Source: an optimization exercise on an open RTL-to-GDS flow (aim: small area, a short achievable clock period and few clock cycles per item). Production flows keep margins and buffers that such runs may drop. At most, simulation tests tie the RTL to the original design; equivalence was not proved. No activity file was given, so power comes from the tool's default toggle rates.

==> flow/design.v (excerpt) <==
module sana_envbank (
    input  wire        clk,
    input  wire        rst,
    input  wire        in_valid,
    output wire        in_ready,
    input  wire [2:0]  in_op,
    input  wire [1:0]  in_unit,
    input  wire [79:0] in_data,
    output reg         out_valid,
    output reg  [8:0]  out_state,
    output wire [47:0] out_value,
    output reg         out_err
);
For scale: roughly 610 flip-flops, ~150 I/O pins.
==> flow/config.mk <==
export PLATFORM = sky130hd
export DESIGN_NAME = sana_envbank
export DESIGN_NICKNAME = sana_envbank
export VERILOG_FILES = /design/flow/design.v
export SDC_FILE = /design/flow/constraint.sdc
export NUM_CORES = 4
export LEC_CHECK = 0
export CAP_MARGIN = 20
export CORE_MARGIN = 2
export CORE_UTILIZATION = 40
export CTS_CLUSTER_DIAMETER = 150
export CTS_CLUSTER_SIZE = 20
export SLEW_MARGIN = 20
export SYNTH_HIERARCHICAL = 1
export SYNTH_MINIMUM_KEEP_SIZE = 0
==> flow/constraint.sdc <==
create_clock -name core_clock -period 19.0 [get_ports {clk}]
set_input_delay 3.8000 -clock core_clock [delete_from_list [all_inputs] [get_ports {clk}]]
set_output_delay 3.8000 -clock core_clock [all_outputs]
set_load 0.01 [all_outputs]
standard.sh (not shown) runs the stock make flow with config.mk's settings and CLKGATE_MAP_FILE= SYNTH_SCRIPT=/design/flow/synth_recipe.tcl, a recipe that flattens the netlist after the stock synthesis.
==> flow/flow/run.sh <==
#!/bin/bash
# Layout: the standard flow (its synthesis unchanged), with timing repair
# aiming at a shorter cycle than the 19 ns clock: the clock, the delays at the
# ports and every other constraint stay as they are. make's output goes to
# make_flow.log; ORFS keeps each step's log under orfs/logs.
set -euo pipefail
cd "$(dirname "$0")/.."
export SETUP_SLACK_MARGIN=14.0
export BUFFER_PORTS_ARGS="-buffer_cell sky130_fd_sc_hd__buf_4"
bash standard.sh > make_flow.log 2>&1
Testbench counts at the start, summed over its fixed seeds: cycles 36,512, items 32,000.
Next try:
--- a/flow/design.v
+++ b/flow/design.v
@@ -1,27 +1,20 @@
 module sana_fa (
     input  wire a,
     input  wire b,
     input  wire c,
     output wire s,
     output wire co
 );
     assign s  = a ^ b ^ c;
     assign co = (a & b) | (a & c) | (b & c);
 endmodule
-module sana_wen (
-    input  wire a,
-    input  wire b,
-    output wire y
-);
-    assign y = a & b;
-endmodule
 module sana_ha (
     input  wire a,
     input  wire b,
     output wire s,
     output wire co
 );
     assign s  = a ^ b;
     assign co = a & b;
 endmodule
 module sana_envbank (
@@ -215,46 +208,36 @@
     always @(posedge clk) begin
         if (rst) begin
             pend       <= 3'd0;
             in_ready_q <= 1'b1;
         end else begin
             pend       <= pend_n;
             in_ready_q <= ~((pend_n[0] & pend_n[1]) | (pend_n[0] & pend_n[2]) | (pend_n[1] & pend_n[2])) &
                           ~(acc & in_multi);
         end
     end
-    wire in_setp = in_valid & in_ready_q & (in_op == 3'd4);
-    wire [2:0] set_a, set_d, set_r, set_h;
-    generate
-        for (u = 0; u < 3; u = u + 1) begin : g_set
-            wire sel = (in_unit == u);
-            sana_wen u_wa (.a(in_setp), .b(sel), .y(set_a[u]));
-            sana_wen u_wd (.a(in_setp), .b(sel), .y(set_d[u]));
-            sana_wen u_wr (.a(in_setp), .b(sel), .y(set_r[u]));
-            sana_wen u_wh (.a(in_setp), .b(sel), .y(set_h[u]));
-        end
-    endgenerate
     always @(posedge clk) begin
         for (k = 0; k < 3; k = k + 1) begin
             if (rst_q)
                 state[3*k +: 3] <= ST_ECHO;
             else
                 state[3*k +: 3] <= n_state[3*k +: 3];
             t[15*k +: 15] <= n_t[15*k +: 15];
-            if (set_a[k]) inc_a[16*k +: 16] <= p_a;
-            if (set_d[k]) inc_d[16*k +: 16] <= p_d;
-            if (set_r[k]) inc_r[16*k +: 16] <= p_r;
-            if (set_h[k]) inc_h[16*k +: 16] <= p_h;
-            if (set_h[k])
-                pdef[k] <= 1'b0;
-            else if (rst_q)
-                pdef[k] <= 1'b1;
+            if (in_valid && in_ready_q && in_op == 3'd4 && in_unit == k) begin
+                inc_a[16*k +: 16] <= p_a;
+                inc_d[16*k +: 16] <= p_d;
+                inc_r[16*k +: 16] <= p_r;
+                inc_h[16*k +: 16] <= p_h;
+                pdef[k]           <= 1'b0;
+            end else if (rst_q) begin
+                pdef[k]           <= 1'b1;
+            end
         end
     end
     reg        q_valid, q_resp, q_err, q_setp;
     reg [1:0]  q_sunit;
     reg        q_s15;
     reg [8:0]  q_code, q_state;
     reg [1:0]  q_job, q_junit;
     reg [14:0] q_t;
     always @(posedge clk) begin
         if (rst) begin
What happened: Critical path depth climbs by 3; setup slack degrades by 0.045 ns; sequential share of layout area barely changes; combinational power climbs by a few percent; cell area stays flat; routed wire length drops slightly; worst hold slack improves by 0.015 ns; power is about the same; core utilization stays flat; clock-buffer cell count climbs by 2; die area is about the same; sequential power barely changes; fmax drops slightly; via count stays flat.
Testbench counts after the change, summed over its fixed seeds: cycles 36,512, items 32,000.

* * *

Another version of the RTL of sana_envbank (not shown whole).
For scale: about 3900 cells after synthesis, about 640 flip-flops, ~150 I/O pins.
Settings: LEC_CHECK=0, CAP_MARGIN=20, CORE_MARGIN=2, CORE_UTILIZATION=40, SLEW_MARGIN=20, SYNTH_HIERARCHICAL=1, SYNTH_MINIMUM_KEEP_SIZE=0; clock period 19.0 ns.
Scripts as last shown in full above: flow/flow/run.sh
Testbench counts at the start, summed over its fixed seeds: cycles 36,512, items 32,000.
Edit:
--- a/flow/design.v
+++ b/flow/design.v
@@ -179,29 +179,22 @@
                             end
                         endcase
                     end
                     default: ;       
                 endcase
             end
         end
     end
     generate
         for (u = 0; u < 3; u = u + 1) begin : g_pj
-            wire adr = (state[3*u +: 3] == ST_ATTACK || state[3*u +: 3] == ST_DECAY ||
-                        state[3*u +: 3] == ST_RELEASE);
-            wire rel_ok = (state[3*u +: 3] == ST_ATTACK || state[3*u +: 3] == ST_DECAY ||
-                           state[3*u +: 3] == ST_SUSTAIN);
-            assign n_pj[u] = ~exec[u]            ? pj[u] :
-                             (act_op == 3'd3)    ? adr :
-                             (act_op == 3'd0)    ? (pj[u] & (state[3*u +: 3] == ST_RELEASE)) :
-                             (act_op == 3'd1)    ? (pj[u] & ~rel_ok) :
-                             (act_op == 3'd2)    ? 1'b0 : pj[u];
+            assign n_pj[u] = (n_state[3*u +: 3] == ST_ATTACK || n_state[3*u +: 3] == ST_DECAY ||
+                              n_state[3*u +: 3] == ST_RELEASE) && (n_t[15*u +: 15] != 15'd0);
         end
     endgenerate
     wire [2:0] in_cyc;
     generate
         for (u = 0; u < 3; u = u + 1) begin : g_in
             assign in_cyc[u] = (in_op == 3'd5) || (in_op == 3'd3 && in_unit == u);
         end
     endgenerate
     wire [2:0] in_pj = in_cyc & n_pj;
     wire       in_multi = (in_pj[0] & in_pj[1]) | (in_pj[0] & in_pj[2]) | (in_pj[1] & in_pj[2]);
The changed run produced a clean layout.
Setup slack degrades by 0.056 ns.
Final cell count fell by 1.1%.
Clock skew is lower by 0.0033 ns.
Cell area came out lower by 0.36%.
First-iteration DRC count drops by 7.4%.
Core utilization grows by 0.52 points.
Clock-buffer cell count rose by 5.
Sequential power hardly moves.
Critical path depth rises by 6.
Total power fell by 2.0%.
Register-to-register slack is worse by 0.10 ns.
Clock power falls by about 3%.
Only the layout flow was run in the second run of this note; the RTL was not checked for function there.

* * *

sana_envbank with an RTL version that a note above also has.
Size: about 3400 cells after synthesis, roughly 610 flip-flops.
Settings: LEC_CHECK=0, CAP_MARGIN=20, CORE_MARGIN=2, CORE_UTILIZATION=40, CTS_CLUSTER_DIAMETER=150, CTS_CLUSTER_SIZE=20, SLEW_MARGIN=20, SYNTH_HIERARCHICAL=1, SYNTH_MINIMUM_KEEP_SIZE=0; clock period 19.0 ns.
==> flow/flow/run.sh <==
#!/bin/bash
# Layout: the standard flow (its synthesis unchanged), with timing repair
# aiming at a shorter cycle than the 19 ns clock: the clock, the delays at the
# ports and every other constraint stay as they are. make's output goes to
# make_flow.log; ORFS keeps each step's log under orfs/logs.
set -euo pipefail
cd "$(dirname "$0")/.."
export SETUP_SLACK_MARGIN=14.0
export BUFFER_PORTS_ARGS="-buffer_cell sky130_fd_sc_hd__buf_2"
bash standard.sh > make_flow.log 2>&1
Testbench counts at the start, summed over its fixed seeds: cycles 36,512, items 32,000.
Then changed:
--- a/flow/design.v
+++ b/flow/design.v
@@ -1100,32 +1100,35 @@
     wire [15:0] f_y = ~(f_s + f_c + {15'd0, f_cl});
     always @(posedge clk) begin
         if (rst) begin
             out_valid <= 1'b0;
         end else begin
             out_valid <= f_valid & f_resp;
         end
         out_err   <= f_err;
         out_state <= f_state;
     end
     assign out_value = value;
+    reg [2:0] v_ld, v_sy, v_ss, v_sr, v_s1;
+    always @(*) begin
+        for (k = 0; k < 3; k = k + 1) begin
+            v_ld[k] = rst_q | (f_valid & (f_code[3*k +: 3] != V_HOLD) & (f_code[3*k +: 3] != V_RS));
+            v_sy[k] = ~rst_q & f_valid & (f_code[3*k +: 3] == V_JOB);
+            v_ss[k] = ~rst_q & f_valid & (f_code[3*k +: 3] == V_S);
+            v_sr[k] = ~rst_q & f_valid & (f_code[3*k +: 3] == V_REL0);
+            v_s1[k] = ~rst_q & f_valid & (f_code[3*k +: 3] == V_ONE);
+        end
+    end
     always @(posedge clk) begin
         for (k = 0; k < 3; k = k + 1) begin
-            if (rst_q) begin
-                value[16*k +: 16] <= 16'd0;
-                sus[16*k +: 16]   <= ONE;
-            end else if (f_valid) begin
-                case (f_code[3*k +: 3])
-                    V_ZERO: value[16*k +: 16] <= 16'd0;
-                    V_ONE:  value[16*k +: 16] <= ONE;
-                    V_S:    value[16*k +: 16] <= sus[16*k +: 16];
-                    V_JOB:  value[16*k +: 16] <= f_y;
-                    V_REL0: value[16*k +: 16] <= v_rel[16*k +: 16];
-                    V_RS:   v_rel[16*k +: 16] <= value[16*k +: 16];
-                    default: ;
-                endcase
-                if (f_setp && f_sunit == k)
-                    sus[16*k +: 16] <= f_sdata;
-            end
+            if (v_ld[k])
+                value[16*k +: 16] <= (f_y & {16{v_sy[k]}}) | (sus[16*k +: 16] & {16{v_ss[k]}}) |
+                                     (v_rel[16*k +: 16] & {16{v_sr[k]}}) | {v_s1[k], 15'd0};
+            if (f_valid && f_code[3*k +: 3] == V_RS)
+                v_rel[16*k +: 16] <= value[16*k +: 16];
+            if (rst_q)
+                sus[16*k +: 16] <= ONE;
+            else if (f_valid && f_setp && f_sunit == k)
+                sus[16*k +: 16] <= f_sdata;
         end
     end
 endmodule
Synthesized cell count falls by a few percent.
Setup slack got worse by 0.048 ns.
Core utilization rises by 0.22 points.
Final area falls slightly.
Power rises by a few percent.
Clock power falls slightly.
Via count falls by a few percent.
Sequential power hardly moves.
Testbench counts after the change, summed over its fixed seeds: cycles 36,512, items 32,000.

* * *

== delta ==
sana_envbank, a different RTL version from the one above (not shown whole).
For scale: ~3300 cells after synthesis, ~610 flip-flops, ~35000 um2 of cells after synthesis.
==> flow/design.v (excerpt) <==
module sana_envbank (
    input  wire        clk,
    input  wire        rst,
    input  wire        in_valid,
    output wire        in_ready,
    input  wire [2:0]  in_op,
    input  wire [1:0]  in_unit,
    input  wire [79:0] in_data,
    output reg         out_valid,
    output reg  [8:0]  out_state,
    output wire [47:0] out_value,
    output reg         out_err
);
==> flow/config.mk <==
export PLATFORM = sky130hd
export DESIGN_NAME = sana_envbank
export DESIGN_NICKNAME = sana_envbank
export VERILOG_FILES = /design/flow/design.v
export SDC_FILE = /design/flow/constraint.sdc
export NUM_CORES = 4
export LEC_CHECK = 0
export CAP_MARGIN = 20
export CORE_MARGIN = 2
export CORE_UTILIZATION = 40
export CTS_CLUSTER_DIAMETER = 150
export CTS_CLUSTER_SIZE = 20
export SLEW_MARGIN = 20
export SYNTH_HIERARCHICAL = 1
export SYNTH_MINIMUM_KEEP_SIZE = 0
==> flow/constraint.sdc <==
create_clock -name core_clock -period 19.0 [get_ports {clk}]
set_input_delay 3.8000 -clock core_clock [delete_from_list [all_inputs] [get_ports {clk}]]
set_output_delay 3.8000 -clock core_clock [all_outputs]
set_load 0.01 [all_outputs]
Scripts as last shown in full above: flow/flow/run.sh
Testbench counts of delta, summed over its fixed seeds: cycles 36,512, items 32,000.
Setup changes, delta to epsilon
--- a/flow/design.v
+++ b/flow/design.v
@@ -1161,35 +1161,34 @@
     wire [15:0] f_y = ~(f_s + f_c + {15'd0, f_cl});
     always @(posedge clk) begin
         if (rst) begin
             out_valid <= 1'b0;
         end else begin
             out_valid <= f_valid & f_resp;
         end
         out_err   <= f_err;
         out_state <= f_state;
     end
     assign out_value = value;
+    wire [15:0] s_d = (f_sdata & {16{~rst_q}}) | {rst_q, 15'd0};
     reg [2:0] v_ld, v_sy, v_ss, v_sr, v_s1;
     always @(*) begin
         for (k = 0; k < 3; k = k + 1) begin
             v_ld[k] = rst_q | (f_valid & (f_code[3*k +: 3] != V_HOLD) & (f_code[3*k +: 3] != V_RS));
             v_sy[k] = ~rst_q & f_valid & (f_code[3*k +: 3] == V_JOB);
             v_ss[k] = ~rst_q & f_valid & (f_code[3*k +: 3] == V_S);
             v_sr[k] = ~rst_q & f_valid & (f_code[3*k +: 3] == V_REL0);
             v_s1[k] = ~rst_q & f_valid & (f_code[3*k +: 3] == V_ONE);
         end
     end
     always @(posedge clk) begin
         for (k = 0; k < 3; k = k + 1) begin
             if (v_ld[k])
                 value[16*k +: 16] <= (f_y & {16{v_sy[k]}}) | (sus[16*k +: 16] & {16{v_ss[k]}}) |
                                      (v_rel[16*k +: 16] & {16{v_sr[k]}}) | {v_s1[k], 15'd0};
             if (f_valid && f_code[3*k +: 3] == V_RS)
                 v_rel[16*k +: 16] <= value[16*k +: 16];
-            if (rst_q)
-                sus[16*k +: 16] <= ONE;
-            else if (f_valid && f_setp && f_sunit == k)
-                sus[16*k +: 16] <= f_sdata;
+            if (rst_q || (f_valid && f_setp && f_sunit == k))
+                sus[16*k +: 16] <= s_d;
         end
     end
 endmodule
[summary]
All of epsilon and delta finish clean.
Between delta and epsilon, count of multi-input gates decreased.
Compared with delta, epsilon degrades power.
Count of endpoints failing setup in the final report came out exactly the same in epsilon and delta.
epsilon vs. delta: antenna diode count now sits at about the same level; post-synthesis compound-gate area fraction down 0.54 points.
Testbench counts of epsilon, summed over its fixed seeds: cycles 36,512, items 32,000.

==> port drivers added, routing unchanged <==
How much do the figures lean on ideal ports? The routed layouts below were timed once more, with nothing changed but the port constraints.
Step 1 sets driving cells, clkbuf_16 on the clock port and buf_2 on the other inputs (assumed; they add their load-dependent delay and slew).
Step 2 moves the port delays by t, midway between the first and last clock arrival at a register: inputs arrive t later, outputs are due t later. That takes back most of the time a late clock gives input paths.
Three values: ideal, step 1, step 2; two values: the first two.
run	t, ns	setup WS [ns]	worst hold slack (ns)	clock arrival spread, ns
the first run of note 1	0.659	14.038 / 13.971 / 13.470	0.314 / 0.314 / 0.314	0.036 / 0.036
the second run of note 1	0.645	13.993 / 13.977 / 13.391	0.329 / 0.329 / 0.329	0.050 / 0.050
the first run of note 2	0.701	14.022 / 13.954 / 13.450	0.287 / 0.287 / 0.287	0.045 / 0.045
the second run of note 2	0.708	13.966 / 13.964 / 13.302	0.307 / 0.307 / 0.307	0.048 / 0.048
the first run of note 3	0.661	14.037 / 13.975 / 13.523	0.326 / 0.326 / 0.326	0.052 / 0.053
the second run of note 3	0.633	13.989 / 13.924 / 13.464	0.328 / 0.328 / 0.328	0.034 / 0.034
delta	0.637	13.973 / 13.911 / 13.551	0.318 / 0.318 / 0.318	0.033 / 0.033
epsilon	0.649	13.980 / 13.917 / 13.607	0.325 / 0.325 / 0.325	0.031 / 0.031
After both steps every run listed still meets setup and hold. For the second run of note 2, which loses most, drivers alone change the setup slack by -0.002 ns; drivers and shift together by -0.664 ns.
